This design comes from an exercise in tuning for a short achievable clock period and few clock cycles per item on the open sky130 flow, not from production work. The RTL was checked by simulation tests, not by an equivalence proof against the original design. Power figures rest on the tool's default switching activity, not on a simulated workload.

### flow/design.v
module ppm_core (
    input  wire        clk,
    input  wire        rst,
    input  wire        start,
    input  wire        mode,
    input  wire [15:0] len,
    output wire        ready,
    input  wire        in_valid,
    input  wire [7:0]  in_data,
    output wire        in_ready,
    output reg         out_we,
    output reg  [18:0] out_addr,
    output reg  [7:0]  out_data,
    output wire        tbl_clr,
    output wire [11:0] tbl_raddr,
    output wire        tbl_we,
    output wire [11:0] tbl_waddr,
    output wire [7:0]  tbl_wdata,
    input  wire [7:0]  tbl_rdata,
    output wire        done,
    output wire [18:0] out_len,
    output wire [1:0]  stop
);
    localparam [63:0] MIXER = 64'hFF51AFD7ED558CCD;
    localparam [1:0] STOP_ENC_END = 2'd1;
    localparam [1:0] STOP_NO_CTRL = 2'd2;
    localparam [1:0] STOP_NO_LIT  = 2'd3;
    localparam [1023:0] PLT = {
        16'hfffe,
        16'hfffe,
        16'hfffe,
        16'hfffe,
        16'h0ffe,
        16'hf03e,
        16'h71c6,
        16'hb6da,
        16'h9b6c,
        16'hd25a,
        16'h64cc,
        16'h56aa,
        16'h83e0,
        16'h7318,
        16'h4ad4,
        16'he38e,
        16'h6c92,
        16'ha5a4,
        16'h3332,
        16'h5554,
        16'hfffe,
        16'hfffe,
        16'h1ffe,
        16'he07e,
        16'he38e,
        16'h6c92,
        16'ha5a4,
        16'h3332,
        16'h5554,
        16'hfffe,
        16'hfffe,
        16'h3ffe,
        16'hc07e,
        16'hc78e,
        16'hd9b2,
        16'h4ad4,
        16'he38e,
        16'h2492,
        16'h4924,
        16'h2492,
        16'h4924,
        16'h2492,
        16'h4924,
        16'h2492,
        16'h6924,
        16'h4d92,
        16'h94b4,
        16'hce66,
        16'h56aa,
        16'h83e0,
        16'h6318,
        16'h5294,
        16'h18c6,
        16'h294a,
        16'h6318,
        16'h5294,
        16'h18c6,
        16'h294a,
        16'h6318,
        16'h5294,
        16'h39c6,
        16'h5a5a,
        16'hcccc,
        16'haaaa
    };
    function [63:0] plmul;
        input [3:0] n;
        integer j;
        begin
            for (j = 0; j < 64; j = j + 1)
                plmul[j] = PLT[16 * j + n];
        end
    endfunction
    localparam [1023:0] PHT = {
        16'h0ffe,
        16'hf03e,
        16'h71c6,
        16'hb6da,
        16'h9b6c,
        16'hd25a,
        16'h64cc,
        16'h56aa,
        16'h83e0,
        16'h7318,
        16'h4ad4,
        16'he38e,
        16'h6c92,
        16'ha5a4,
        16'h3332,
        16'h5554,
        16'hfffe,
        16'hfffe,
        16'h1ffe,
        16'he07e,
        16'he38e,
        16'h6c92,
        16'ha5a4,
        16'h3332,
        16'h5554,
        16'hfffe,
        16'hfffe,
        16'h3ffe,
        16'hc07e,
        16'hc78e,
        16'hd9b2,
        16'h4ad4,
        16'he38e,
        16'h2492,
        16'h4924,
        16'h2492,
        16'h4924,
        16'h2492,
        16'h4924,
        16'h2492,
        16'h6924,
        16'h4d92,
        16'h94b4,
        16'hce66,
        16'h56aa,
        16'h83e0,
        16'h6318,
        16'h5294,
        16'h18c6,
        16'h294a,
        16'h6318,
        16'h5294,
        16'h18c6,
        16'h294a,
        16'h6318,
        16'h5294,
        16'h39c6,
        16'h5a5a,
        16'hcccc,
        16'haaaa,
        16'h0000,
        16'h0000,
        16'h0000,
        16'h0000
    };
    function [63:0] phmul;
        input [3:0] n;
        integer j;
        begin
            for (j = 0; j < 64; j = j + 1)
                phmul[j] = PHT[16 * j + n];
        end
    endfunction
    function [63:0] ksadd;
        input [63:0] a;
        input [63:0] b;
        reg   [63:0] g, p, gn, pn;
        integer i, d;
        begin
            g = a & b;
            p = a ^ b;
            for (d = 1; d < 64; d = d * 2) begin
                gn = g; pn = p;
                for (i = d; i < 64; i = i + 1) begin
                    gn[i] = g[i] | (p[i] & g[i - d]);
                    pn[i] = p[i] & p[i - d];
                end
                g = gn; p = pn;
            end
            ksadd = a ^ b ^ {g[62:0], 1'b0};
        end
    endfunction
    function [63:0] add3;
        input [63:0] a;
        input [63:0] b;
        input [63:0] c;
        begin
            add3 = ksadd(a ^ b ^ c, {((a & b) | (a & c) | (b & c)), 1'b0});
        end
    endfunction
    reg        rst_q;       
    reg        ready_r;
    reg        done_r;
    reg        run;         
    reg        mode_r;
    reg [15:0] rem;         
    reg        in_ready_r;
    reg [1:0]  stop_r;
    reg [18:0] o_len;
    assign ready    = ready_r;
    assign done     = done_r;
    assign in_ready = in_ready_r;
    assign out_len  = o_len;
    assign stop     = stop_r;
    assign tbl_clr  = ready_r;      
    reg [7:0] fq0, fq1, fq2, fq3;
    reg [1:0] rp, wp;
    reg [2:0] cnt;
    wire [7:0] head  = (rp == 2'd0) ? fq0 : (rp == 2'd1) ? fq1 : (rp == 2'd2) ? fq2 : fq3;
    wire [1:0] rp1   = rp + 2'd1;
    wire [7:0] head1 = (rp1 == 2'd0) ? fq0 : (rp1 == 2'd1) ? fq1 : (rp1 == 2'd2) ? fq2 : fq3;
    wire       push  = in_valid && in_ready_r;
    reg [63:0] pl, ph;      
    reg [63:0] xh;          
    reg [63:0] zh;          
    wire [63:0] hsum    = add3(pl, ph, xh);
    wire [11:0] hkey    = hsum[63:52];
    wire [63:0] xh_next = add3({pl[55:0], 8'd0}, {ph[55:0], 8'd0}, zh);
    wire [63:0] pfull   = ksadd(pl, ph);
    wire [63:0] zh_next = {pfull[47:0], 16'd0};
    reg [2:0] kbit;         
    reg [7:0] ctrl;         
    reg       ctrl_v;
    reg [1:0] wait_c;       
    reg       ended;        
    reg        r_v, r_hit, r_last, r_end;
    reg [11:0] key_r;
    reg [7:0]  rb;
    reg        we_r;
    assign tbl_raddr = key_r;
    assign tbl_waddr = key_r;
    reg [7:0]  wdat_r;
    assign tbl_wdata = wdat_r;
    assign tbl_we    = we_r;
    reg        d_v, d_hit, d_last, d_end;
    reg [7:0]  d_b;
    reg        e_v, e_last, e_end;
    reg [7:0]  e_b, e_rd;
    reg [7:0]  flags;
    reg [2:0]  ebit;
    reg        dirty;       
    reg [18:0] flagpos;
    reg [26:0] cq0, cq1, cq2, cq3;
    reg [1:0]  cq_h, cq_t;
    reg [2:0]  cq_n;
    wire [26:0] cq_head = (cq_h == 2'd0) ? cq0 : (cq_h == 2'd1) ? cq1 : (cq_h == 2'd2) ? cq2 : cq3;
    reg        fin;         
    reg        iss;         
    reg        iss_hit;     
    reg [7:0]  iss_b;       
    reg [1:0]  pop;
    reg        ld_ctrl;
    reg        iss_last;
    reg        end_now;
    reg        end_tok;
    reg [1:0]  end_code;
    wire       dbit     = ctrl[3'd7 - kbit];
    always @* begin
        iss = 1'b0; iss_hit = 1'b0; iss_b = head; pop = 2'd0; ld_ctrl = 1'b0;
        iss_last = 1'b0; end_now = 1'b0; end_tok = 1'b0; end_code = STOP_NO_CTRL;
        if (run && !ended) begin
            if (!mode_r) begin
                if (cnt != 3'd0) begin
                    if (!(cq_n == 3'd4 && kbit == 3'd7)) begin
                        iss = 1'b1; pop = 2'd1;
                        iss_last = (rem == 16'd0) && (cnt == 3'd1);
                    end
                end else if (rem == 16'd0) begin
                    end_tok = 1'b1;           
                end
            end else begin
                if (!ctrl_v) begin
                    if (cnt != 3'd0) begin
                        ld_ctrl = 1'b1; pop = 2'd1;
                        if (wait_c == 2'd0) begin
                            if (head[7]) begin
                                iss = 1'b1; iss_hit = 1'b1;
                            end else if (cnt >= 3'd2) begin
                                iss = 1'b1; iss_b = head1; pop = 2'd2;
                            end
                        end
                    end else if (rem == 16'd0) begin
                        end_now = 1'b1; end_code = STOP_NO_CTRL;
                    end
                end else begin
                    if (dbit) begin
                        if (wait_c == 2'd0) begin
                            iss = 1'b1; iss_hit = 1'b1;
                        end
                    end else if (cnt != 3'd0) begin
                        if (wait_c == 2'd0) begin
                            iss = 1'b1; pop = 2'd1;
                        end
                    end else if (rem == 16'd0) begin
                        end_now = 1'b1; end_code = STOP_NO_LIT;
                    end
                end
            end
        end
    end
    wire       e_hit   = (e_rd == e_b);
    wire [7:0] e_mask  = 8'h80 >> ebit;
    wire [7:0] e_flags = e_hit ? (flags | e_mask) : flags;
    wire       e_qdeq  = e_hit && (cq_n != 3'd0);           
    wire       e_dirty = e_hit ? e_qdeq : dirty;              
    wire       e_qenq  = (ebit == 3'd7) && e_dirty;
    wire [2:0] e_qn    = cq_n + {2'd0, e_qenq} - {2'd0, e_qdeq};
    wire [18:0] o_len1 = o_len + 19'd1;
    wire [18:0] o_len2 = o_len + 19'd2;
    wire [2:0] cnt_next = cnt + {2'd0, push} - {1'b0, pop};
    wire [15:0] rem_next = rem - {15'd0, push};
    always @(posedge clk) begin
        rst_q  <= rst;
        done_r <= 1'b0;
        out_we <= 1'b0;
        we_r   <= 1'b0;
        key_r    <= hkey;
        wdat_r   <= iss_b;
        out_addr <= o_len;
        out_data <= d_b;
        if (rst_q) begin
            ready_r    <= 1'b0;
            run        <= 1'b0;
            in_ready_r <= 1'b0;
            r_v <= 1'b0; r_end <= 1'b0; r_last <= 1'b0;
            d_v <= 1'b0; d_end <= 1'b0; d_last <= 1'b0;
            e_v <= 1'b0; e_end <= 1'b0; e_last <= 1'b0;
            fin <= 1'b0;
            cq_n <= 3'd0;
            cnt <= 3'd0;
            stop_r <= 2'd0;
            o_len <= 19'd0;
        end else if (!run) begin
            r_v <= 1'b0; r_end <= 1'b0; r_last <= 1'b0;
            d_v <= 1'b0; d_end <= 1'b0; d_last <= 1'b0;
            e_v <= 1'b0; e_end <= 1'b0; e_last <= 1'b0;
            cnt <= 3'd0; rp <= 2'd0; wp <= 2'd0;
            pl <= 64'd0; ph <= 64'd0; xh <= 64'd0; zh <= 64'd0;
            kbit <= 3'd0; ctrl_v <= 1'b0; wait_c <= 2'd0; ended <= 1'b0;
            flags <= 8'd0; ebit <= 3'd0; dirty <= 1'b1; flagpos <= 19'd0;
            cq_n <= 3'd0; cq_h <= 2'd0; cq_t <= 2'd0; fin <= 1'b0;
            o_len <= {18'd0, ~mode};    
            mode_r <= mode;
            rem    <= len;
            ready_r <= 1'b1;
            if (ready_r && start) begin
                ready_r    <= 1'b0;
                run        <= 1'b1;
                in_ready_r <= (len != 16'd0);
            end
        end else begin
            if (push) begin
                case (wp)
                2'd0: fq0 <= in_data;
                2'd1: fq1 <= in_data;
                2'd2: fq2 <= in_data;
                default: fq3 <= in_data;
                endcase
                wp <= wp + 2'd1;
            end
            rp  <= rp + pop;
            cnt <= cnt_next;
            rem <= rem_next;
            in_ready_r <= (rem_next != 16'd0) && (cnt_next < 3'd4);
            if (wait_c != 2'd0) wait_c <= wait_c - 2'd1;
            if (ld_ctrl) begin
                ctrl <= head; ctrl_v <= 1'b1;
            end
            r_v    <= iss;
            r_hit  <= iss_hit;
            r_last <= iss_last;
            r_end  <= end_tok;
            we_r   <= iss && !iss_hit;
            if (iss) begin
                xh    <= xh_next;
                zh    <= zh_next;
                rb    <= iss_b;
                if (!iss_hit) begin
                    pl <= plmul(iss_b[3:0]);
                    ph <= phmul(iss_b[7:4]);
                end else begin
                    wait_c <= 2'd2;
                end
                kbit  <= kbit + 3'd1;
                if (kbit == 3'd7) ctrl_v <= 1'b0;
                if (iss_last) ended <= 1'b1;
            end
            if (end_tok) ended <= 1'b1;
            if (end_now) begin
                ended  <= 1'b1;
                stop_r <= end_code;
            end
            d_v    <= r_v;
            d_hit  <= r_hit;
            d_b    <= rb;
            d_last <= r_last;
            d_end  <= r_end;
            if (mode_r) begin
                if (d_v) begin
                    out_we   <= 1'b1;
                    out_addr <= o_len;
                    out_data <= d_hit ? tbl_rdata : d_b;
                    o_len    <= o_len1;
                    if (d_hit) begin
                        pl <= plmul(tbl_rdata[3:0]);
                        ph <= phmul(tbl_rdata[7:4]);
                    end
                end
                if ((end_now || ended) && !r_v) begin
                    done_r  <= 1'b1;
                    ready_r <= 1'b1;
                    run     <= 1'b0;
                end
            end
            e_v    <= d_v && !mode_r;
            e_b    <= d_b;
            e_rd   <= tbl_rdata;
            e_last <= d_last;
            e_end  <= d_end;
            if (!mode_r) begin
                if (e_v) begin
                    out_we <= 1'b1;
                    if (!e_hit) begin
                        out_addr <= o_len;
                        out_data <= e_b;
                    end else if (e_qdeq) begin
                        out_addr <= cq_head[26:8];
                        out_data <= cq_head[7:0];
                    end else begin
                        out_addr <= flagpos;
                        out_data <= e_flags;
                    end
                    if (e_qdeq) cq_h <= cq_h + 2'd1;
                    if (e_qenq) begin
                        case (cq_t)
                        2'd0: cq0 <= {flagpos, e_flags};
                        2'd1: cq1 <= {flagpos, e_flags};
                        2'd2: cq2 <= {flagpos, e_flags};
                        default: cq3 <= {flagpos, e_flags};
                        endcase
                        cq_t <= cq_t + 2'd1;
                    end
                    cq_n <= e_qn;
                    if (ebit == 3'd7) begin
                        flagpos <= e_hit ? o_len : o_len1;
                        o_len   <= e_hit ? o_len1 : o_len2;
                        flags   <= 8'd0;
                        dirty   <= 1'b1;
                    end else begin
                        flags <= e_flags;
                        dirty <= e_dirty;
                        if (!e_hit) o_len <= o_len1;
                    end
                    ebit <= ebit + 3'd1;
                    if (e_last) begin
                        if (e_qn != 3'd0 || e_dirty || ebit == 3'd7) fin <= 1'b1;
                        else begin
                            done_r  <= 1'b1;
                            ready_r <= 1'b1;
                            run     <= 1'b0;
                            stop_r  <= STOP_ENC_END;
                        end
                    end
                end else if (cq_n != 3'd0) begin
                    out_we   <= 1'b1;
                    out_addr <= cq_head[26:8];
                    out_data <= cq_head[7:0];
                    cq_h     <= cq_h + 2'd1;
                    cq_n     <= cq_n - 3'd1;
                    if (fin && cq_n == 3'd1 && !dirty) begin
                        fin     <= 1'b0;
                        done_r  <= 1'b1;
                        ready_r <= 1'b1;
                        run     <= 1'b0;
                        stop_r  <= STOP_ENC_END;
                    end
                end else if (dirty) begin
                    out_we   <= 1'b1;
                    out_addr <= flagpos;
                    out_data <= flags;
                    dirty    <= 1'b0;
                    if (e_end || fin) begin
                        fin     <= 1'b0;
                        done_r  <= 1'b1;
                        ready_r <= 1'b1;
                        run     <= 1'b0;
                        stop_r  <= STOP_ENC_END;
                    end
                end else if (e_end || fin) begin
                    fin     <= 1'b0;
                    done_r  <= 1'b1;
                    ready_r <= 1'b1;
                    run     <= 1'b0;
                    stop_r  <= STOP_ENC_END;
                end
            end
        end
    end
endmodule
### flow/flow/run.sh
#!/bin/bash
# The standard layout, with timing repair asked to leave a larger setup margin
# at the design's own clock period and constraints.
set -euo pipefail
bash standard.sh SETUP_SLACK_MARGIN=11 finish > make_finish.log 2>&1
### flow/standard.sh
#!/bin/bash
# synth_recipe.tcl (not shown) runs the flow's synth.tcl, then flattens the netlist and writes it again
# the make line also repeats each setting of config.mk as NAME=value (left out here)
make -C /OpenROAD-flow-scripts/flow DESIGN_CONFIG=/design/flow/config.mk WORK_HOME=/design/flow/orfs CLKGATE_MAP_FILE= SYNTH_SCRIPT=/design/flow/synth_recipe.tcl "${@:-finish}"
### flow/config.mk
export PLATFORM = sky130hd
export DESIGN_NAME = ppm_core
export DESIGN_NICKNAME = ppm_core
export VERILOG_FILES = /design/flow/design.v
export SDC_FILE = /design/flow/constraint.sdc
export NUM_CORES = 4
export LEC_CHECK = 0
export CAP_MARGIN = 20
export CORE_MARGIN = 2
export CORE_UTILIZATION = 35
export PLACE_DENSITY = 0.55
export SLEW_MARGIN = 20
### flow/constraint.sdc
create_clock -name core_clock -period 15.0 [get_ports {clk}]
set_input_delay 3.0000 -clock core_clock [delete_from_list [all_inputs] [get_ports {clk}]]
set_output_delay 3.0000 -clock core_clock [all_outputs]
set_load 0.01 [all_outputs]
==> results of run 1 <==
area by class of cell:
class / count / share of cell area [%]
tap: 1380 / 3.742
antenna: 4 / 0.02169
clock buffer: 78 / 3.880
clock inverter: 50 / 1.410
multi-input combinational: 2795 / 46.56
sequential: 566 / 35.20
inverter: 96 / 0.9192
timing repair buffer: 418 / 8.267
per-stage QoR:
stage               power [mW]  setup slack, ns  area (um^2)  hold WS (ns)  instances
floorplan                2.617            10.42        37730        0.4003       3663
global placement         2.964            9.043        39970        0.4015       5009
detailed placement       2.968            8.994        39970        0.4061       5009
CTS                      4.872            10.81        44350        0.4141       5280
global route             5.154            10.72        46140        0.4254       5383
finish                   4.954            10.78        46150        0.4157       5387
state kept, by name, indices dropped and copies added (netlist names), 27 cells and up:
name  cells
cq3      27
cq0      27
ph       64
zh       48
cq2      27
xh       54
pl       64
cq1      27
cell families (layout without fill, tap and decap cells):
logic type,Yosys count,in the layout,share of synthesized area [%]
xor gates and xnor gates,138,138,3.283
and+or+nand+nor,1132,1133,14.25
adders and majority gates,331,331,13.49
AOI/OAI and AO/OA,1107,1107,18.96
buffers and inverters,303,642,3.338
DFF,566,566,43.70
other,0,4,0
muxes,86,86,2.988
cell usage in the layout (no fill, tap or decap), types with 62 or more instances in the layout:
cell         n
a21o_1     118
o21ai_0    143
a21oi_1    314
buf_6       98
inv_1       77
nor3_1      66
nor2_1     365
fa_1       105
clkbuf_16   73
ha_1       174
buf_4      254
nand2_1    269
edfxtp_1   475
nand3_1     62
xor2_1      66
xnor2_1     65
worst max-delay path, delay by kind of cell:
family,cells,cell delay [ns]
buffers and inverters,3,0.36
AND/OR/NAND/NOR,1,0.15
AO/OA/AOI/OAI,3,0.58
adder cells (fa/ha/maj),1,0.35
multiplexers,1,0.29
final timing paths:
kind | slack (ns) | endpoint
max | 10.78 | ph[9]$_SDFFCE_PN0N_
min | 0.42 | d_b[7]$_DFFE_PP_
max reg2reg | 11.04 | xh[62]$_SDFFCE_PN0P_
min reg2reg | 0.42 | d_b[7]$_DFFE_PP_
layer usage:
layer	track usage (%)	wire [um]
met4	8.219	4729
met2	35.79	58570
met3	3.027	7817
met1	31.77	56150
met5	0	13
repair_timing:
action	4_1_cts	5_1_grt
pin swaps	64	100
gates resized for setup	697	199
cloned	1	5
buffers inserted	142	98
endpoints found under the setup margin	362	216
report_power, final:
group / leakage (nW) / internal (mW) / switching, mW
Clock: 1.18 / 1.07 / 0.745
Combinational: 11.2 / 0.534 / 0.718
Sequential: 5.40 / 1.80 / 0.0915
==> results.txt, run 1 <==
Area Growth Syn to Fin 25.35%; vias per cell 5.644; TritonCTS clock tree yes; Final Hold Viols 0; clk buf depth 3; fin util 44.40%; Port Buffer Count 122; slowest stage delay, CP 0.35 ns; outcome timing/DRC/antenna clean; worst min path class flop to flop; Pwr per Cell Area 107.4 nW/um^2; Slew @ Worst Pin 1.023 ns; Post-synth top cells edfxtp_1, nor2_1, a21oi_1; gr usage total 22.66%; mapped cell area 36810 um^2; Die X 328.3 um; Leak 17.81 nW; initial core utilization 35.42%; Iter 0 DRT Violations 2771; first-pass GRT wire length 185.2 mm; RSZ-0062 raised after global routing true; CP required 15.52 ns; CP Class input pin to flop; drt wl/cell 23.63 um; Tcrit/Tclk final 28.11%; syn avg cell area 10.05 um^2; hold depth 0; Crit-path slowest cell ha_4; number of synthesized flops with an enable pin 475; crit path DAT 4.73 ns; Clock Sinks 566; grt total ovfl 0; Crit Path Max Fanout 4; DR DRC count 0; RR Startpoint ph[15]$_SDFFCE_PN0N_; Peak VDD IR 0.07751 mV; min-delay src rb[7]$_DFFE_PP_; most numerous cell in the Yosys netlist edfxtp_1; Mapped Nets 4031; fraction of layout cells with a size suffix above 1 23.33%; FFs w/ async S/R, synth 0%; H-tree levels 3; pin count of the biggest net entering global routing 95; final net count 4314; Ys Warns 1; die height 328.3 um; number of routed nets with antenna violations 0; DR vias 30.40k; CORE AREA 103900 um^2; flops & latches, synth 566; Clk pin slew, worst setup/hold paths 0.06 ns; FP Rows 118; CP Launch Type input pin; Routed WL 127.3 mm; worst skew pair latency 0.66 ns; fmax 237.2 MHz; max-slew violation count 0; crit path from tbl_rdata[4]; Pre-antenna DRT Iters 5; critical path capture point type flop; number of max-cap violations 0; Seq/Total Area, Yosys 43.70%; Final Skew 0.04098 ns; Ports 123; Synth cell types 81; detailed placement HPWL 85.91 mm; initial antenna violation count 3; Sequential Area 16240 um^2; Cells after Synth 3663; vias in the first global route 28.50k; Fillers 9870; CTS buffer count 69; crit path time final 4.216 ns; # setup viols final 0; Yosys top cell area share 38.75%; Post-CTS Hold Buffers 0; synth top area cells edfxtp_1, ha_1, fa_1, dfxtp_1, a21oi_1; largest area contributor in the netlist edfxtp_1; dominant synthesized flop cell edfxtp_1; clk root buf clkbuf_16; RePlAce Congestion 0.9153; R2R cell count 14; area of the multi-input gates 21490 um^2; Slew headroom 31.77%; Die Area 107800 um^2; crit-path cells buf_6 -> buf_8 -> clkinvlp_4 -> ha_4 -> nand2b_4 -> o21ai_2 -> mux2_4 -> a221oi_4 -> o21a_1; Setup TNS Final 0 ns
Testbench counts, summed over its fixed seeds: cycles 63,716, bytes 34,146.
==> run 2: changes to the inputs <==
--- a/flow/config.mk
+++ b/flow/config.mk
@@ -8,5 +8,5 @@
 export CAP_MARGIN = 20
 export CORE_MARGIN = 2
-export CORE_UTILIZATION = 35
-export PLACE_DENSITY = 0.55
+export CORE_UTILIZATION = 45
+export PLACE_DENSITY = 0.65
 export SLEW_MARGIN = 20
==> results.txt, run 2 <==
outcome timing/DRC/antenna clean; CORE AREA 80810 um^2 (-22%); vias in the first global route 28.27k (-0.79%); Peak VDD IR 0.07166 mV (-7.6%); critical path capture point type flop; initial core utilization 45.56% (+10 points); vias per cell 6.162 (+9.2%); TritonCTS clock tree yes; CTS buffer count 67 (-2.9%); RR Startpoint pl[32]$_SDFFCE_PN0N_; P_int 3.351 mW (-1.4%); DR vias 30.80k (+1.3%); DR DRC count 0 (unchanged); FP Rows 104 (-12%); Final Hold Viols 0 (unchanged); RSZ-0062 raised after global routing true; gr usage total 27.40% (+4.7 points); Yosys top cell area share 38.75% (unchanged); number of routed nets with antenna violations 0 (unchanged); Port Buffer Count 122 (unchanged); fmax 236.0 MHz (-0.51%); combinational share of power 24.4% (-0.9 points); number of max-cap violations 0 (unchanged); Pre-antenna DRT Iters 6 (+1); initial antenna violation count 4 (+1); Worst Hold Path EP d_b[3]$_DFFE_PP_; Fillers 6885 (-30%); Slew @ Worst Pin 1.089 ns (+0.06554 ns); flops & latches, synth 566 (unchanged); Leak 17.49 nW (-1.8%); CP Launch Type input pin; dominant synthesized flop cell edfxtp_1; final net count 4251 (-1.5%); Mapped Nets 4031 (unchanged); drt wl/cell 24.10 um (+2.0%); Total Power 4.815 mW (-2.8%); CP required 15.34 ns (-0.18 ns); Crit Path Max Fanout 4 (unchanged); Area Growth Syn to Fin 22.81%; most common cell after layout, fill and taps aside edfxtp_1; crit path time final 4.238 ns (+0.02150 ns); switching power 1.464 mW (-5.8%); die height 290.0 um (-12%); max-slew violation count 0 (unchanged); biggest regs ph: 64 flops, pl: 64 flops, xh: 54 flops; synth top area cells edfxtp_1, ha_1, fa_1, dfxtp_1, a21oi_1; detailed placement HPWL 80.74 mm (-6.0%); commonest cells after routing, fill and taps aside edfxtp_1, nor2_1, a21oi_1, nand2_1, buf_4; R2R cell count 14 (unchanged); CP Class input pin to flop; Post-synth top cells edfxtp_1, nor2_1, a21oi_1; FFs w/ async S/R, synth 0% (unchanged); syn avg cell area 10.05 um^2 (unchanged); Routed WL 120.5 mm (-5.3%); number of synthesized flops with an enable pin 475 (unchanged); Synth cell types 81 (unchanged); Die Area 84110 um^2 (-22%); H-tree levels 3 (unchanged); Switching Fraction 30.41% (-0.97 points); first-pass GRT wire length 178.3 mm (-3.7%); # setup viols final 0 (unchanged); Final Skew 0.02175 ns (-0.01923 ns); worst skew pair latency 0.63 ns (-0.03 ns); Slew headroom 27.13% (-4.6 points); Tcrit/Tclk final 28.25% (+0.14 points); RePlAce Congestion 0.9770 (+6.7%); Pwr per Cell Area 106.5 nW/um^2 (-0.79%); largest area contributor in the netlist edfxtp_1; Clk pin slew, worst setup/hold paths 0.07 ns (about the same); worst min path class flop to flop; Ports 123 (unchanged); grt total ovfl 0 (unchanged); Setup TNS Final 0 ns (unchanged); pin count of the biggest net entering global routing 86 (-9.5%); Iter 0 DRT Violations 3044 (+9.9%); hold depth 0 (unchanged); clk root buf clkbuf_16; FF-to-FF setup slack 10.99 ns (-0.05 ns); most numerous cell in the Yosys netlist edfxtp_1; fraction of layout cells with a size suffix above 1 21.92% (-1.4 points); Cells after Synth 3663 (unchanged); min-delay src rb[3]$_DFFE_PP_; Die X 290.0 um (-12%); Seq/Total Area, Yosys 43.70% (unchanged); clk buf depth 3 (unchanged); Clk pwr share 36.3% (-0.3 points); reg2reg end xh[62]$_SDFFCE_PN0P_; Ys Warns 1 (unchanged); mapped cell area 36810 um^2 (unchanged); Clock Sinks 566 (unchanged); crit path DAT 4.58 ns (-0.15 ns); Sequential Power Share 39.3% (+1.2 points)
## run 2: changes by cell type in the layout (fill, tap and decap cells not counted), moves of 5 or more
cell,delta
buf_4,-58
dfxtp_4,-9
and2_2,+5
clkinvlp_4,-5
buf_6,+5
clkbuf_1,+6
dfxtp_2,+11
## run 2: how the worst max path moves through the flow
| stage | cells past startpoint | from | endpoint |
|---|---|---|---|
| finish | 10 | tbl_rdata[0] | pl[5]$_SDFFCE_PN0N_ |
| floorplan | 13 | in_valid | in_ready_r$_SDFFE_PP0P_ |
| global route | 10 | tbl_rdata[0] | pl[5]$_SDFFCE_PN0N_ |
| CTS | 10 | tbl_rdata[0] | pl[22]$_SDFFCE_PN0N_ |
| detailed placement | 10 | tbl_rdata[1] | pl[24]$_SDFFCE_PN0N_ |
| global placement | 9 | tbl_rdata[1] | pl[26]$_SDFFCE_PN0N_ |
## run 2: what timing repair did
action | CTS | global route
resized for setup | 676 | 205
cloned | 4 | 2
hold buffers | 0 | 0
pin swaps | 62 | 78
hold endpoints to repair | 0 | 0
setup buffers | 130 | 60
endpoints found under the setup margin | 288 | 226
## run 2: power groups by stage
stage               logic, mW  registers (mW)  clock network, mW
finish                   1.18            1.89               1.75
CTS                      1.09            1.89               1.77
detailed placement       1.00            1.92                  0
global route             1.27            1.90               1.83
global placement        0.994            1.92                  0
floorplan               0.727            1.89                  0
## run 2: area by class of cell
class	count	area, um^2	share of cell area, %
Antenna cell	1	2.502	0.005535
Timing Repair Buffer	357	3368	7.450
Clock inverter	41	560.5	1.240
Inverter	96	432.9	0.9576
Multi-Input combinational cell	2795	21520	47.61
Clock buffer	82	1774	3.924
Sequential cell	566	16220	35.88
Tap cell	1060	1326	2.934
## run 2: routing by layer
metal	up-vias	track usage (%)	wire length, um
li1	14024	-	-
met4	2	9.845	5148
met5	-	0	13
met3	260	4.611	10220
met1	15089	38.88	50900
met2	1422	42.29	54200
## run 2: through the flow
stage          worst slack, ns  hold WS (ns)  instances  utilization, %  cell area, um^2
6_report                 10.76        0.4180       4998           55.95            45210
5_1_grt                  10.73        0.4251       4998           55.95            45210
2_1_floorplan            10.42        0.4003       3663               -            37730
3_3_place_gp             9.219        0.4036       4678           48.87            39490
4_1_cts                  10.81        0.4164       4935           54.17            43780
3_5_place_dp             9.198        0.4045       4678           48.87            39490
## run 2: kinds of logic after synthesis
logic type	Yosys count	share of synthesized area, %
buffers and inverters	303	3.338
AOI/OAI and AO/OA	1107	18.96
muxes	86	2.988
adders and majority gates	331	13.49
xor gates and xnor gates	138	3.283
and+or+nand+nor	1132	14.25
DFF	566	43.70
## run 2: critical path, stage by stage
cell and delay [ns]:
buf_6 0.07, buf_8 0.12, clkinvlp_4 0.15, ha_4 0.30, and2_4 0.16, buf_6 0.11, o21a_1 0.17, o21ai_2 0.20
nor2b_4 0.22, o22ai_1 0.08
==> run 3: changes to the inputs <==
--- a/flow/design.v
+++ b/flow/design.v
@@ -174,4 +174,26 @@
         end
     endfunction
+    function [63:0] plmul_oh;
+        input [3:0] n;
+        reg   [15:0] oh;
+        integer j, k;
+        begin
+            for (k = 0; k < 16; k = k + 1)
+                oh[k] = (n == k);
+            for (j = 0; j < 64; j = j + 1)
+                plmul_oh[j] = |(oh & PLT[16 * j +: 16]);
+        end
+    endfunction
+    function [63:0] phmul_oh;
+        input [3:0] n;
+        reg   [15:0] oh;
+        integer j, k;
+        begin
+            for (k = 0; k < 16; k = k + 1)
+                oh[k] = (n == k);
+            for (j = 0; j < 64; j = j + 1)
+                phmul_oh[j] = |(oh & PHT[16 * j +: 16]);
+        end
+    endfunction
     function [63:0] ksadd;
         input [63:0] a;
@@ -415,6 +437,6 @@
                     o_len    <= o_len1;
                     if (d_hit) begin
-                        pl <= plmul(tbl_rdata[3:0]);
-                        ph <= phmul(tbl_rdata[7:4]);
+                        pl <= plmul_oh(tbl_rdata[3:0]);
+                        ph <= phmul_oh(tbl_rdata[7:4]);
                     end
                 end
--- a/flow/config.mk
+++ b/flow/config.mk
@@ -8,5 +8,5 @@
 export CAP_MARGIN = 20
 export CORE_MARGIN = 2
-export CORE_UTILIZATION = 45
-export PLACE_DENSITY = 0.65
+export CORE_UTILIZATION = 35
+export PLACE_DENSITY = 0.55
 export SLEW_MARGIN = 20
==> results.txt, run 3 <==
outcome timing/DRC/antenna clean; Synth cell types 104 (+28%); Cells after Synth 3829 (+4.5%); CORE AREA 107100 um^2 (+32%); TritonCTS clock tree yes; first-pass GRT wire length 192.3 mm (+7.8%); number of synthesized flops with an enable pin 475 (unchanged); drt wl/cell 23.79 um (-1.3%); biggest regs ph: 64 flops, pl: 64 flops, xh: 54 flops; die height 332.5 um (+15%); Routed WL 129.6 mm (+7.6%); dominant synthesized flop cell edfxtp_1; Post-CTS Hold Buffers 0 (unchanged); Fillers 10.32k (+50%); mapped cell area 37770 um^2 (+2.6%); Leak 17.26 nW (-1.3%); commonest cells after routing, fill and taps aside edfxtp_1, nor2_1, nand2_1, a21oi_1, ha_1; number of routed nets with antenna violations 0 (unchanged); crit-path cells buf_6; Pwr per Cell Area 105.2 nW/um^2 (-1.2%); FP Rows 120 (+15%); RSZ-0062 raised after global routing true; DR vias 31.50k (+2.3%); Iter 0 DRT Violations 3214 (+5.6%); max-slew violation count 0 (unchanged); Inserted Diodes 0 (-1); Metal-1 WL 57.34 mm (+13%); Post-Layout Inst Area 45480 um^2 (+0.61%); Final Hold Viols 0 (unchanged); Post-synth top cells edfxtp_1, nor2_1, a21oi_1; Peak VDD IR 0.09581 mV (+34%); Mapped Nets 4181 (+3.7%); H-tree levels 3 (unchanged); initial core utilization 35.28% (-10 points); met2 routed WL 59.14 mm (+9.1%); flops & latches, synth 566 (unchanged); gr usage total 22.64% (-4.8 points); Crit Path Max Fanout 2 (-2); critical path capture point type output port; Critical path buffers and inverters 1 (-3); Yosys top cell area share 37.76% (-0.98 points); RePlAce Congestion 0.9113 (-6.7%); worst min path class flop to flop; fin util 42.49% (-13 points); crit path from o_len[11]$_SDFF_PN0_; Setup TNS Final 0 ns (unchanged); Clock Sinks 566 (unchanged); Pre-antenna DRT Iters 9 (+3); # setup viols final 0 (unchanged); Slew headroom 28.42% (+1.3 points); synth top area cells edfxtp_1, ha_1, fa_1, dfxtp_1, a21oi_1; most common cell after layout, fill and taps aside edfxtp_1; crit path time final 4.136 ns (-0.1015 ns); CP required 12.00 ns (-3.34 ns); most numerous cell in the Yosys netlist edfxtp_1; Ys Warns 1 (unchanged); grt total ovfl 0 (unchanged); pin count of the biggest net entering global routing 82 (-4.7%); clk buf depth 3 (unchanged); Slew @ Worst Pin 1.073 ns (-0.01644 ns); Port Buffer Count 122 (unchanged); initial antenna violation count 2 (-2); final net count 4341 (+2.1%); Tcrit/Tclk final 27.58% (-0.68 points); min-delay src rb[1]$_DFFE_PP_; CTS buffer count 69 (+3.0%); Seq/Total Area, Yosys 42.59% (-1.1 points); CP Class flop to output port; DR top layer met4; CP Launch Type flop; number of max-cap violations 0 (unchanged); Crit-path slowest cell dfxtp_4; FFs w/ async S/R, synth 0% (unchanged); Clk pin slew, worst setup/hold paths 0.06 ns (about the same); detailed placement HPWL 89.30 mm (+11%); syn avg cell area 9.865 um^2 (-1.8%); crit path DAT 1.14 ns (-3.44 ns); Die X 332.5 um (+15%); slowest stage delay, CP 0.36 ns (+0.06 ns); RR Startpoint pl[11]$_SDFFCE_PN0N_; Area Growth Syn to Fin 20.42%; met3 WL post-DR 8.881 mm (-13%); placed instance area 40590 um^2 (+2.8%); DR DRC count 0 (unchanged); clk root buf clkbuf_16; Ports 123 (unchanged); fmax 241.8 MHz (+2.5%); vias per cell 5.785 (-6.1%); worst skew pair latency 0.65 ns (+0.02 ns); largest area contributor in the netlist edfxtp_1; Die Area 110600 um^2 (+31%); Total Power 4.786 mW (-0.60%); Final Skew 0.02122 ns (-0.0005223 ns); vias in the first global route 29.72k (+5.1%); fraction of layout cells with a size suffix above 1 19.19% (-2.7 points); Top delay family on crit path flip-flops
[run 3: final timing paths]
check                         endpoint  slack, ns  cells after the start
setup / recovery           out_len[11]      10.86                      1
setup reg to reg  xh[56]$_SDFFCE_PN0P_      11.03                     11
hold reg to reg       d_b[1]$_DFFE_PP_       0.42                      0
hold / removal        d_b[1]$_DFFE_PP_       0.42                      0
[run 3: metal layers]
layer  track usage [%]  vias up
li1                  -    14526
met1             31.80    15533
met2             36.06     1232
met3             3.387      213
met4             6.567        0
met5                 0        -
[run 3: area by class of cell]
class / count / area [um^2] / area share (%)
clock inverters: 36 / 355.3 / 0.7812
flip-flops and latches: 566 / 16210 / 35.64
repair buffers: 316 / 3109 / 6.836
inverters: 96 / 421.7 / 0.9270
multi-input cells: 2939 / 21750 / 47.83
repair inverters: 1 / 7.507 / 0.01650
clock buffers: 89 / 1872 / 4.115
well taps: 1403 / 1755 / 3.859
[run 3: cell families after synthesis]
family,share of synthesized area (%)
fa+ha+maj,12.65
xor+xnor,3.756
compound gates,19.49
mux,2.723
flops,42.59
buf+inv,3.664
simple gates,15.13
[run 3: through the flow]
stage / setup WS (ns) / hold slack, ns / std cells
2_1_floorplan: 10.43 / 0.4003 / 3829
3_3_place_gp: 9.354 / 0.4019 / 5168
3_5_place_dp: 9.325 / 0.4063 / 5168
4_1_cts: 10.82 / 0.4187 / 5374
5_1_grt: 10.82 / 0.4229 / 5446
6_report: 10.86 / 0.4200 / 5446
[run 3: report_power, final]
group          internal (mW)  leakage (nW)  total (mW)  switching [mW]
clock                  0.930          1.07        1.67           0.741
sequential              1.81          5.39        1.91           0.102
combinational          0.496          10.8        1.21           0.712
[run 3: what timing repair did]
action                                  4_1_cts  5_1_grt
endpoints found under the setup margin      336      248
pin swaps                                    27       46
resized for setup                           622      137
gates cloned                                  8        7
buffers inserted                             73       64
Testbench counts of run 3, summed over its fixed seeds: cycles 63,716, bytes 34,146.
==> run 4: changes to the inputs <==
--- a/flow/design.v
+++ b/flow/design.v
@@ -174,26 +174,4 @@
         end
     endfunction
-    function [63:0] plmul_oh;
-        input [3:0] n;
-        reg   [15:0] oh;
-        integer j, k;
-        begin
-            for (k = 0; k < 16; k = k + 1)
-                oh[k] = (n == k);
-            for (j = 0; j < 64; j = j + 1)
-                plmul_oh[j] = |(oh & PLT[16 * j +: 16]);
-        end
-    endfunction
-    function [63:0] phmul_oh;
-        input [3:0] n;
-        reg   [15:0] oh;
-        integer j, k;
-        begin
-            for (k = 0; k < 16; k = k + 1)
-                oh[k] = (n == k);
-            for (j = 0; j < 64; j = j + 1)
-                phmul_oh[j] = |(oh & PHT[16 * j +: 16]);
-        end
-    endfunction
     function [63:0] ksadd;
         input [63:0] a;
@@ -239,9 +217,8 @@
     assign tbl_clr  = ready_r;      
     reg [7:0] fq0, fq1, fq2, fq3;
-    reg [1:0] rp, wp;
     reg [2:0] cnt;
-    wire [7:0] head  = (rp == 2'd0) ? fq0 : (rp == 2'd1) ? fq1 : (rp == 2'd2) ? fq2 : fq3;
-    wire [1:0] rp1   = rp + 2'd1;
-    wire [7:0] head1 = (rp1 == 2'd0) ? fq0 : (rp1 == 2'd1) ? fq1 : (rp1 == 2'd2) ? fq2 : fq3;
+    wire [7:0] head  = fq0;
+    wire [7:0] head1 = fq1;
+    wire [7:0] head2 = fq2;
     wire       push  = in_valid && in_ready_r;
     reg [63:0] pl, ph;      
@@ -253,4 +230,14 @@
     wire [63:0] pfull   = ksadd(pl, ph);
     wire [63:0] zh_next = {pfull[47:0], 16'd0};
+    reg  [63:0] hp;
+    reg         hp_v;
+    wire [63:0] hp1 = ksadd(plmul(head1[3:0]), phmul(head1[7:4]));
+    wire [63:0] hp2 = ksadd(plmul(head2[3:0]), phmul(head2[7:4]));
+    reg  [63:0] xn;
+    reg         xn_v;
+    wire [63:0] hsum2    = ksadd(hp, xn);
+    wire [11:0] hkey2    = hsum2[63:52];
+    wire [63:0] xh_pair  = add3({hp[55:0], 8'd0}, {pl[47:0], 16'd0}, {ph[47:0], 16'd0});
+    wire [63:0] zh_pair  = {hp[47:0], 16'd0};
     reg [2:0] kbit;         
     reg [7:0] ctrl;         
@@ -258,14 +245,15 @@
     reg [1:0] wait_c;       
     reg       ended;        
-    reg        r_v, r_hit, r_last, r_end;
-    reg [11:0] key_r;
+    reg        r_v, r_hit, r_lit, r_pair, r_last, r_end;
+    reg [11:0] key_r;       
+    reg [11:0] wkey_r;      
     reg [7:0]  rb;
     reg        we_r;
     assign tbl_raddr = key_r;
-    assign tbl_waddr = key_r;
-    reg [7:0]  wdat_r;
-    assign tbl_wdata = wdat_r;
+    assign tbl_waddr = wkey_r;
+    assign tbl_wdata = rb;
     assign tbl_we    = we_r;
     reg        d_v, d_hit, d_last, d_end;
+    reg        d_fwd;       
     reg [7:0]  d_b;
     reg        e_v, e_last, e_end;
@@ -282,4 +270,5 @@
     reg        iss;         
     reg        iss_hit;     
+    reg        iss_pair;    
     reg [7:0]  iss_b;       
     reg [1:0]  pop;
@@ -290,6 +279,7 @@
     reg [1:0]  end_code;
     wire       dbit     = ctrl[3'd7 - kbit];
+    wire       nbit     = ctrl[3'd6 - kbit];      
     always @* begin
-        iss = 1'b0; iss_hit = 1'b0; iss_b = head; pop = 2'd0; ld_ctrl = 1'b0;
+        iss = 1'b0; iss_hit = 1'b0; iss_pair = 1'b0; iss_b = head; pop = 2'd0; ld_ctrl = 1'b0;
         iss_last = 1'b0; end_now = 1'b0; end_tok = 1'b0; end_code = STOP_NO_CTRL;
         if (run && !ended) begin
@@ -325,4 +315,5 @@
                         if (wait_c == 2'd0) begin
                             iss = 1'b1; pop = 2'd1;
+                            iss_pair = hp_v && xn_v && (kbit != 3'd7) && nbit;
                         end
                     end else if (rem == 16'd0) begin
@@ -344,4 +335,7 @@
     wire [2:0] cnt_next = cnt + {2'd0, push} - {1'b0, pop};
     wire [15:0] rem_next = rem - {15'd0, push};
+    wire [2:0] cnt_np   = cnt - {1'b0, pop};
+    wire       rdy_np   = (rem != 16'd0) && (cnt_np != 3'd4);
+    wire       rdy_p    = (rem != 16'd1) && (cnt_np < 3'd3);
     always @(posedge clk) begin
         rst_q  <= rst;
@@ -349,13 +343,9 @@
         out_we <= 1'b0;
         we_r   <= 1'b0;
-        key_r    <= hkey;
-        wdat_r   <= iss_b;
-        out_addr <= o_len;
-        out_data <= d_b;
         if (rst_q) begin
             ready_r    <= 1'b0;
             run        <= 1'b0;
             in_ready_r <= 1'b0;
-            r_v <= 1'b0; r_end <= 1'b0; r_last <= 1'b0;
+            r_v <= 1'b0; r_end <= 1'b0; r_last <= 1'b0; r_lit <= 1'b0;
             d_v <= 1'b0; d_end <= 1'b0; d_last <= 1'b0;
             e_v <= 1'b0; e_end <= 1'b0; e_last <= 1'b0;
@@ -366,8 +356,8 @@
             o_len <= 19'd0;
         end else if (!run) begin
-            r_v <= 1'b0; r_end <= 1'b0; r_last <= 1'b0;
+            r_v <= 1'b0; r_end <= 1'b0; r_last <= 1'b0; r_lit <= 1'b0;
             d_v <= 1'b0; d_end <= 1'b0; d_last <= 1'b0;
             e_v <= 1'b0; e_end <= 1'b0; e_last <= 1'b0;
-            cnt <= 3'd0; rp <= 2'd0; wp <= 2'd0;
+            cnt <= 3'd0; hp_v <= 1'b0; xn_v <= 1'b0;
             pl <= 64'd0; ph <= 64'd0; xh <= 64'd0; zh <= 64'd0;
             kbit <= 3'd0; ctrl_v <= 1'b0; wait_c <= 2'd0; ended <= 1'b0;
@@ -384,6 +374,11 @@
             end
         end else begin
+            if (pop == 2'd1) begin
+                fq0 <= fq1; fq1 <= fq2; fq2 <= fq3;
+            end else if (pop == 2'd2) begin
+                fq0 <= fq2; fq1 <= fq3;
+            end
             if (push) begin
-                case (wp)
+                case (cnt_np[1:0])
                 2'd0: fq0 <= in_data;
                 2'd1: fq1 <= in_data;
@@ -391,31 +386,41 @@
                 default: fq3 <= in_data;
                 endcase
-                wp <= wp + 2'd1;
             end
-            rp  <= rp + pop;
             cnt <= cnt_next;
+            if (pop == 2'd1) begin
+                hp   <= hp1;
+                hp_v <= (cnt >= 3'd2);
+            end else if (pop == 2'd2) begin
+                hp   <= hp2;
+                hp_v <= (cnt >= 3'd3);
+            end
             rem <= rem_next;
-            in_ready_r <= (rem_next != 16'd0) && (cnt_next < 3'd4);
+            in_ready_r <= push ? rdy_p : rdy_np;
             if (wait_c != 2'd0) wait_c <= wait_c - 2'd1;
             if (ld_ctrl) begin
                 ctrl <= head; ctrl_v <= 1'b1;
             end
-            r_v    <= iss;
-            r_hit  <= iss_hit;
+            r_v    <= iss && (iss_hit || iss_pair || !mode_r);
+            r_hit  <= iss_hit || iss_pair;
+            r_lit  <= iss && !iss_hit && mode_r;
+            r_pair <= iss_pair;
             r_last <= iss_last;
             r_end  <= end_tok;
             we_r   <= iss && !iss_hit;
             if (iss) begin
-                xh    <= xh_next;
-                zh    <= zh_next;
-                rb    <= iss_b;
+                key_r  <= iss_pair ? hkey2 : hkey;
+                wkey_r <= hkey;
+                xh     <= iss_pair ? xh_pair : xh_next;
+                zh     <= iss_pair ? zh_pair : zh_next;
+                rb     <= iss_b;
                 if (!iss_hit) begin
                     pl <= plmul(iss_b[3:0]);
                     ph <= phmul(iss_b[7:4]);
-                end else begin
-                    wait_c <= 2'd2;
                 end
-                kbit  <= kbit + 3'd1;
-                if (kbit == 3'd7) ctrl_v <= 1'b0;
+                if (iss_hit || iss_pair) wait_c <= 2'd2;
+                xn   <= xh_pair;
+                xn_v <= !iss_hit && !iss_pair && hp_v && (ctrl_v || !mode_r);
+                kbit  <= kbit + (iss_pair ? 3'd2 : 3'd1);
+                if (kbit == 3'd7 || (iss_pair && kbit == 3'd6)) ctrl_v <= 1'b0;
                 if (iss_last) ended <= 1'b1;
             end
@@ -427,17 +432,21 @@
             d_v    <= r_v;
             d_hit  <= r_hit;
+            d_fwd  <= r_pair && (key_r == wkey_r);
             d_b    <= rb;
             d_last <= r_last;
             d_end  <= r_end;
             if (mode_r) begin
-                if (d_v) begin
+                if (r_lit) begin
                     out_we   <= 1'b1;
                     out_addr <= o_len;
-                    out_data <= d_hit ? tbl_rdata : d_b;
+                    out_data <= rb;
                     o_len    <= o_len1;
-                    if (d_hit) begin
-                        pl <= plmul_oh(tbl_rdata[3:0]);
-                        ph <= phmul_oh(tbl_rdata[7:4]);
-                    end
+                end else if (d_v) begin
+                    out_we   <= 1'b1;
+                    out_addr <= o_len;
+                    out_data <= d_fwd ? d_b : tbl_rdata;
+                    o_len    <= o_len1;
+                    pl <= plmul(d_fwd ? d_b[3:0] : tbl_rdata[3:0]);
+                    ph <= phmul(d_fwd ? d_b[7:4] : tbl_rdata[7:4]);
                 end
                 if ((end_now || ended) && !r_v) begin
--- a/flow/config.mk
+++ b/flow/config.mk
@@ -8,5 +8,5 @@
 export CAP_MARGIN = 20
 export CORE_MARGIN = 2
-export CORE_UTILIZATION = 35
-export PLACE_DENSITY = 0.55
+export CORE_UTILIZATION = 50
+export PLACE_DENSITY = 0.65
 export SLEW_MARGIN = 20
==> results.txt, run 4 <==
fraction of layout cells with a size suffix above 1 23.55% (+4.4 points); CTS buffer count 83 (+20%); Top delay family on crit path compound AO/OA/AOI/OAI gates; Crit-path slowest cell edfxtp_1; critical path capture point type flop; synth top area cells edfxtp_1, ha_1, a21oi_1, fa_1, o21ai_0; vias in the first global route 52.90k (+78%); most common cell after layout, fill and taps aside a21oi_1; Die X 346.6 um (+4.2%); Ports 123 (unchanged); Mapped Nets 7262 (+74%); syn avg cell area 8.884 um^2 (-9.9%); Pre-antenna DRT Iters 7 (-2); CP required 15.45 ns (+3.45 ns); max-slew violation count 0 (unchanged); gr usage total 37.24% (+15 points); Die Area 120100 um^2 (+8.7%); Critical path buffers and inverters 3 (+2); Post-synth top cells a21oi_1, nand2_1, edfxtp_1; flops & latches, synth 689 (+22%); Iter 0 DRT Violations 7014 (+120%); Tcrit/Tclk final 31.55% (+4.0 points); worst skew pair latency 0.71 ns (+0.06 ns); number of max-cap violations 0 (unchanged); CORE AREA 116400 um^2 (+8.7%); worst min path class flop to flop; Final Skew 0.05783 ns (+0.03660 ns); fmax 211.3 MHz (-13%); crit-path cells inv_2 -> ha_4 -> buf_4 -> nand2_4 -> a21oi_4 -> buf_4 -> a21oi_2 -> ha_4 -> a21oi_4 -> o21ai_2 -> a221oi_2 -> o21a_1 -> a21oi_2 -> a211o_1 -> a2111oi_4 -> a211oi_2 -> a221oi_2 -> xor2_2 -> o21ai_2; Synth cell types 108 (+3.8%); commonest cells after routing, fill and taps aside a21oi_1, nand2_1, edfxtp_1, nor2_1, buf_4; pre-CTS worst setup slack 9.534 ns (+0.2088 ns); Routed WL 235.2 mm (+82%); Area Growth Syn to Fin 25.41%; TritonCTS clock tree yes; largest area contributor in the netlist edfxtp_1; Port Buffer Count 122 (unchanged); vias per cell 6.534 (+13%); RSZ-0062 raised after global routing true; Yosys top cell area share 32.95% (-4.8 points); first-pass GRT wire length 339.2 mm (+76%); Final Hold Viols 0 (unchanged); number of synthesized flops with an enable pin 644 (+36%); final net count 7726 (+78%); crit path DAT 5.18 ns (+4.04 ns); Ys Warns 1 (unchanged); Setup WS post-layout 10.27 ns (-0.5957 ns); slowest stage delay, CP 0.53 ns (+0.17 ns); drt wl/cell 27.16 um (+14%); Clock Sinks 689 (+22%); Clk pin slew, worst setup/hold paths 0.07 ns (about the same); most numerous cell in the Yosys netlist a21oi_1; Seq/Total Area, Yosys 34.48% (-8.1 points); pin count of the biggest net entering global routing 103 (+26%); Pwr per Cell Area 89.49 nW/um^2 (-15%); Inserted Diodes 0 (unchanged); initial antenna violation count 11 (+9); biggest regs hp: 64 flops, ph: 64 flops, pl: 64 flops; number of routed nets with antenna violations 0 (unchanged); mapped cell area 58690 um^2 (+55%); Setup TNS Final 0 ns (unchanged); Cells after Synth 6607 (+73%); Slew @ Worst Pin 1.094 ns (+0.02107 ns); FP Rows 125 (+4.2%); grt total ovfl 0 (unchanged); Slew headroom 26.69% (-1.7 points); Peak VDD IR 0.08726 mV (-8.9%); Leak 29.10 nW (+69%); initial core utilization 50.44% (+15 points); # setup viols final 0 (unchanged); FFs w/ async S/R, synth 0% (unchanged); Crit Path Max Fanout 7 (+5); CP Class flop to flop; crit path time final 4.732 ns (+0.5957 ns); detailed placement HPWL 164.0 mm (+84%); die height 346.6 um (+4.2%); DR DRC count 0 (unchanged); clk buf depth 3 (unchanged); H-tree levels 3 (unchanged); DR vias 56.60k (+80%); outcome timing/DRC/antenna clean; clk root buf clkbuf_16; dominant synthesized flop cell edfxtp_1; CP Launch Type flop; RePlAce Congestion 1.014 (+11%)
==> run 4: changes by cell type in the layout (fill, tap and decap cells not counted), sizes merged, moves of 72 or more <==
cell    before  now
a21oi      345  826
buf        275  719
nand2      341  725
o21ai      219  581
ha         205  456
nor2       446  616
edfxtp     475  644
a21o        99  253
xnor2       92  195
xor2        70  147
inv         87  162
mux2i       49  121
nand3       97  169
==> run 4: path summary, 6_finish.rpt <==
kind                          from               end  slack (ns)  cells past startpoint
hold reg to reg    hp[4]$_DFFE_PP_  xn[12]$_DFFE_PP_        0.43                      0
hold / removal     hp[4]$_DFFE_PP_  xn[12]$_DFFE_PP_        0.43                      0
setup reg to reg  fq2[4]$_DFFE_PP_  hp[62]$_DFFE_PP_       10.27                     19
setup / recovery  fq2[4]$_DFFE_PP_  hp[62]$_DFFE_PP_       10.27                     19
==> run 4: report_power, final <==
| part | total (mW) | internal, mW | switching (mW) |
|---|---|---|---|
| clock network | 2.07 | 1.16 | 0.910 |
| registers | 2.28 | 2.20 | 0.0718 |
| logic | 2.24 | 0.901 | 1.34 |
| total | 6.59 | 4.27 | 2.32 |
==> run 4: area by class of cell <==
type	instances	area, um^2
clock inverter	47	528.0
timing repair buffer	751	6563
timing repair inverter	3	15.01
multi-input combinational	5372	41300
inverter	171	784.5
sequential	689	20330
tap	1524	1907
clock buffer	105	2181
fill	9595	42750
==> run 4: logic make-up after synthesis <==
group / after synthesis / synth area share, %
muxes: 146 / 2.633
xor gates and xnor gates: 342 / 5.103
buffers and inverters: 549 / 3.705
AOI/OAI and AO/OA: 2248 / 23.43
DFF: 689 / 34.48
and+or+nand+nor: 2015 / 15.40
adders and majority gates: 618 / 15.25
==> run 4: metrics by stage <==
| stage | util [%] | power (mW) | hold slack [ns] | area, um^2 | instances |
|---|---|---|---|---|---|
| final | 63.26 | 6.588 | 0.4310 | 73610 | 8662 |
| after global placement | 53.10 | 3.980 | 0.4297 | 61790 | 7942 |
| after detailed placement | 53.10 | 3.984 | 0.4375 | 61790 | 7942 |
| after CTS | 60.29 | 6.327 | 0.4297 | 70160 | 8480 |
| after global routing | 63.26 | 6.807 | 0.4537 | 73610 | 8662 |
| after floorplan | - | 3.458 | 0.4029 | 59740 | 6607 |
==> run 4: per-layer routing <==
metal | global-route usage (%) | up-vias | routed length [um]
met4 | 19.06 | 8 | 15220
met3 | 7.190 | 665 | 24990
met2 | 57.92 | 3142 | 103200
met5 | 0 | - | 52
met1 | 49.53 | 27532 | 91770
li1 | - | 25250 | -
==> run 4: timing repair <==
item                        CTS  global route
pin swaps                   196           206
gates resized for setup    1002           469
gates cloned                  9             3
buffers inserted            377           178
setup endpoints to repair   480           394
hold buffers                  0             0
Testbench counts of run 4, summed over its fixed seeds: cycles 62,499, bytes 34,146.
==> run 5: changes to the inputs <==
--- a/flow/config.mk
+++ b/flow/config.mk
@@ -8,5 +8,5 @@
 export CAP_MARGIN = 20
 export CORE_MARGIN = 2
-export CORE_UTILIZATION = 50
-export PLACE_DENSITY = 0.65
+export CORE_UTILIZATION = 35
+export PLACE_DENSITY = 0.55
 export SLEW_MARGIN = 20
==> results.txt, run 5 <==
number of synthesized flops with an enable pin 644 (unchanged); Routed WL 240.1 mm (+2.1%); Post-synth top cells a21oi_1, nand2_1, edfxtp_1; Final Skew 0.08854 ns (+0.03071 ns); Mapped Nets 7262 (unchanged); clk root buf clkbuf_16; initial antenna violation count 7 (-4); crit path time final 4.470 ns (-0.2615 ns); Leak 29.22 nW (+0.44%); biggest regs hp: 64 flops, ph: 64 flops, pl: 64 flops; gr usage total 27.16% (-10 points); syn avg cell area 8.884 um^2 (unchanged); die height 413.5 um (+19%); FFs w/ async S/R, synth 0% (unchanged); final net count 7707 (-0.25%); Pwr per Cell Area 89.61 nW/um^2 (+0.13%); CP Launch Type flop; Port Buffer Count 122 (unchanged); Ports 123 (unchanged); number of routed nets with antenna violations 0 (unchanged); most common cell after layout, fill and taps aside a21oi_1; H-tree levels 3 (unchanged); Area Growth Syn to Fin 27.95%; clk buf depth 3 (unchanged); adder-cell share of the synthesized area 15.25% (unchanged); slowest stage delay, CP 0.55 ns (+0.02 ns); crit path DAT 4.92 ns (-0.26 ns); Yosys top cell area share 32.95% (unchanged); CP required 15.45 ns (about the same); commonest cells after routing, fill and taps aside a21oi_1, nand2_1, edfxtp_1, nor2_1, buf_4; fmax 223.7 MHz (+5.9%); CORE AREA 166800 um^2 (+43%); Crit Path Max Fanout 4 (-3); # setup viols final 0 (unchanged); Slew @ Worst Pin 1.228 ns (+0.1339 ns); CP Class flop to flop; Critical Path Most Common Cell buf_6; Compound-Gate Fraction of Synth Area 23.43% (unchanged); most numerous cell in the Yosys netlist a21oi_1; Final Hold Viols 0 (unchanged); number of max-cap violations 0 (unchanged); Pre-antenna DRT Iters 8 (+1); vias in the first global route 52.39k (-0.97%); Die X 413.5 um (+19%); Setup TNS Final 0 ns (unchanged); critical path capture point type flop; Synth cell types 108 (unchanged); worst skew pair latency 0.75 ns (+0.04 ns); mux contribution to synthesized area 2.633% (unchanged); Seq/Total Area, Yosys 34.48% (unchanged); mapped cell area 58690 um^2 (unchanged); Tcrit/Tclk final 29.80% (-1.7 points); Clk pin slew, worst setup/hold paths 0.07 ns (about the same); Ys Warns 1 (unchanged); XOR/XNOR share of the synthesized area 5.103% (unchanged); Die Area 171000 um^2 (+42%); detailed placement HPWL 173.5 mm (+5.8%); first-pass GRT wire length 349.0 mm (+2.9%); CTS buffer count 86 (+3.6%); Slew headroom 18.08% (-8.6 points); outcome timing/DRC/antenna clean; pre-CTS worst setup slack 9.492 ns (-0.04177 ns); DR vias 55.32k (-2.3%); pin count of the biggest net entering global routing 100 (-2.9%); crit-path cells buf_6 -> inv_2 -> fa_2 -> inv_2 -> ha_4 -> buf_4 -> buf_6 -> a21oi_4 -> o21ai_4 -> o21a_4 -> o211ai_4 -> a211oi_4 -> buf_6 -> o211ai_4 -> nand4_1 -> and3_1 -> or3_1 -> a32o_2; grt total ovfl 0 (unchanged); Crit-path slowest cell edfxtp_1; Post-CTS Hold Buffers 0 (unchanged); FP Rows 150 (+20%); main combinational cell family by area after synthesis compound AO/OA/AOI/OAI gates; Fillers 15.85k (+65%); Cells after Synth 6607 (unchanged); fraction of layout cells with a size suffix above 1 24.03% (+0.48 points); Clock Sinks 689 (unchanged); TritonCTS clock tree yes; DR DRC count 0 (unchanged); Peak VDD IR 0.08209 mV (-5.9%); RePlAce Congestion 0.9655 (-4.8%); dominant synthesized flop cell edfxtp_1; simple-gate share of the synthesized area 15.40% (unchanged); drt wl/cell 25.74 um (-5.2%); Iter 0 DRT Violations 5802 (-17%); Setup WS post-layout 10.53 ns (+0.2615 ns); flops & latches, synth 689 (unchanged); vias per cell 5.930 (-9.2%); largest area contributor in the netlist edfxtp_1; max-slew violation count 0 (unchanged); worst min path class flop to flop; synth top area cells edfxtp_1, ha_1, a21oi_1, fa_1, o21ai_0; RSZ-0062 raised after global routing true; initial core utilization 35.18% (-15 points)
-- run 5: cell families (layout without fill, tap and decap cells) --
family,after synthesis,in the layout
compound gates,2248,2248
simple gates,2015,2017
flops,689,689
fa+ha+maj,618,618
buf+inv,549,1062
xor+xnor,342,342
mux,146,147
other cells,0,2
-- run 5: report_power, final --
group	internal, mW	switching [mW]	total, mW
Combinational	0.887	1.30	2.19
Clock	1.32	0.942	2.27
Sequential	2.21	0.0718	2.28
Total	4.42	2.31	6.73
-- run 5: metrics by stage --
step	total power [mW]	hold WS, ns	instance area, um^2	utilization [%]	instances
floorplan	3.458	0.4029	59740	-	6607
global placement	3.998	0.4399	62720	37.59	8631
detailed placement	3.990	0.4496	62720	37.59	8631
CTS	6.542	0.4622	72170	43.26	9186
global route	6.988	0.4856	75090	45.01	9328
finish	6.729	0.4611	75100	45.01	9329
-- run 5: per-layer routing --
metal | vias up | track usage (%) | wire, um
li1 | 25210 | - | -
met1 | 27449 | 37.76 | 105000
met2 | 2233 | 42.46 | 107000
met3 | 424 | 3.714 | 17360
met4 | 2 | 10.92 | 10740
met5 | - | 0 | 20
-- run 5: final timing paths --
path,from,to,slack (ns),cells after the start
min,r_end$_SDFF_PN0_,d_end$_SDFF_PN0_,0.46,1
min reg2reg,r_end$_SDFF_PN0_,d_end$_SDFF_PN0_,0.46,1
max,ph[9]$_SDFFCE_PN0N_,xh[58]$_SDFFCE_PN0P_,10.53,18
max reg2reg,ph[9]$_SDFFCE_PN0N_,xh[58]$_SDFFCE_PN0P_,10.53,18
-- run 5: critical path: cells and delay by family, from the launching register on --
kind,cells,cell delay (ns)
AO/OA/AOI/OAI,7,1.53
adder cells (fa/ha/maj),2,0.79
AND/OR/NAND/NOR,3,0.65
buffers and inverters,6,0.64
flip-flops,1,0.55
-- run 5: cell type report --
type,count,area [um^2],area share [%]
multi-input combinational,5372,41660,55.48
sequential,689,20330,27.07
clock buffer,101,2228,2.967
timing repair buffer,729,6479,8.627
tap,2204,2758,3.672
clock inverter,58,830.8,1.106
timing repair inverter,3,15.01,0.01999
inverter,171,788.3,1.050
antenna,2,5.005,0.006665
-- run 5: what timing repair did --
item                                    in CTS  in global routing
gates resized for setup                   1165                384
cloned                                      10                  3
setup buffers                              386                137
pin swaps                                  267                198
hold endpoints to repair                     0                  0
endpoints found under the setup margin     522                347

separate check: timing with driven ports:
The flow's constraints put no driver on any port. The routed layouts listed below were extracted and timed again, unchanged, in two steps.
Step 1 assumes that a clkbuf_16 drives the clock port and a buf_2 every other input.
Step 2, shift: input delay + t, output delay - t, t = (earliest + latest rising clock arrival at the registers) / 2. This alone moves slack from input paths to output paths.
Three values: ideal, step 1, step 2; two values: the first two.
run	t (ns)	setup WS [ns]	worst setup path after step 2
run 1	0.708	10.784 / 10.725 / 10.018	input to register
run 2	0.690	10.762 / 10.786 / 10.096	input to register
run 3	0.710	10.864 / 10.797 / 10.223	input to register
run 4	0.747	10.268 / 10.268 / 10.221	input to register
run 5	0.798	10.530 / 10.505 / 10.196	input to register
After both steps setup and hold are still met in every run listed. For run 1, which loses most, drivers alone change the setup slack by -0.059 ns; drivers and shift together by -0.766 ns.
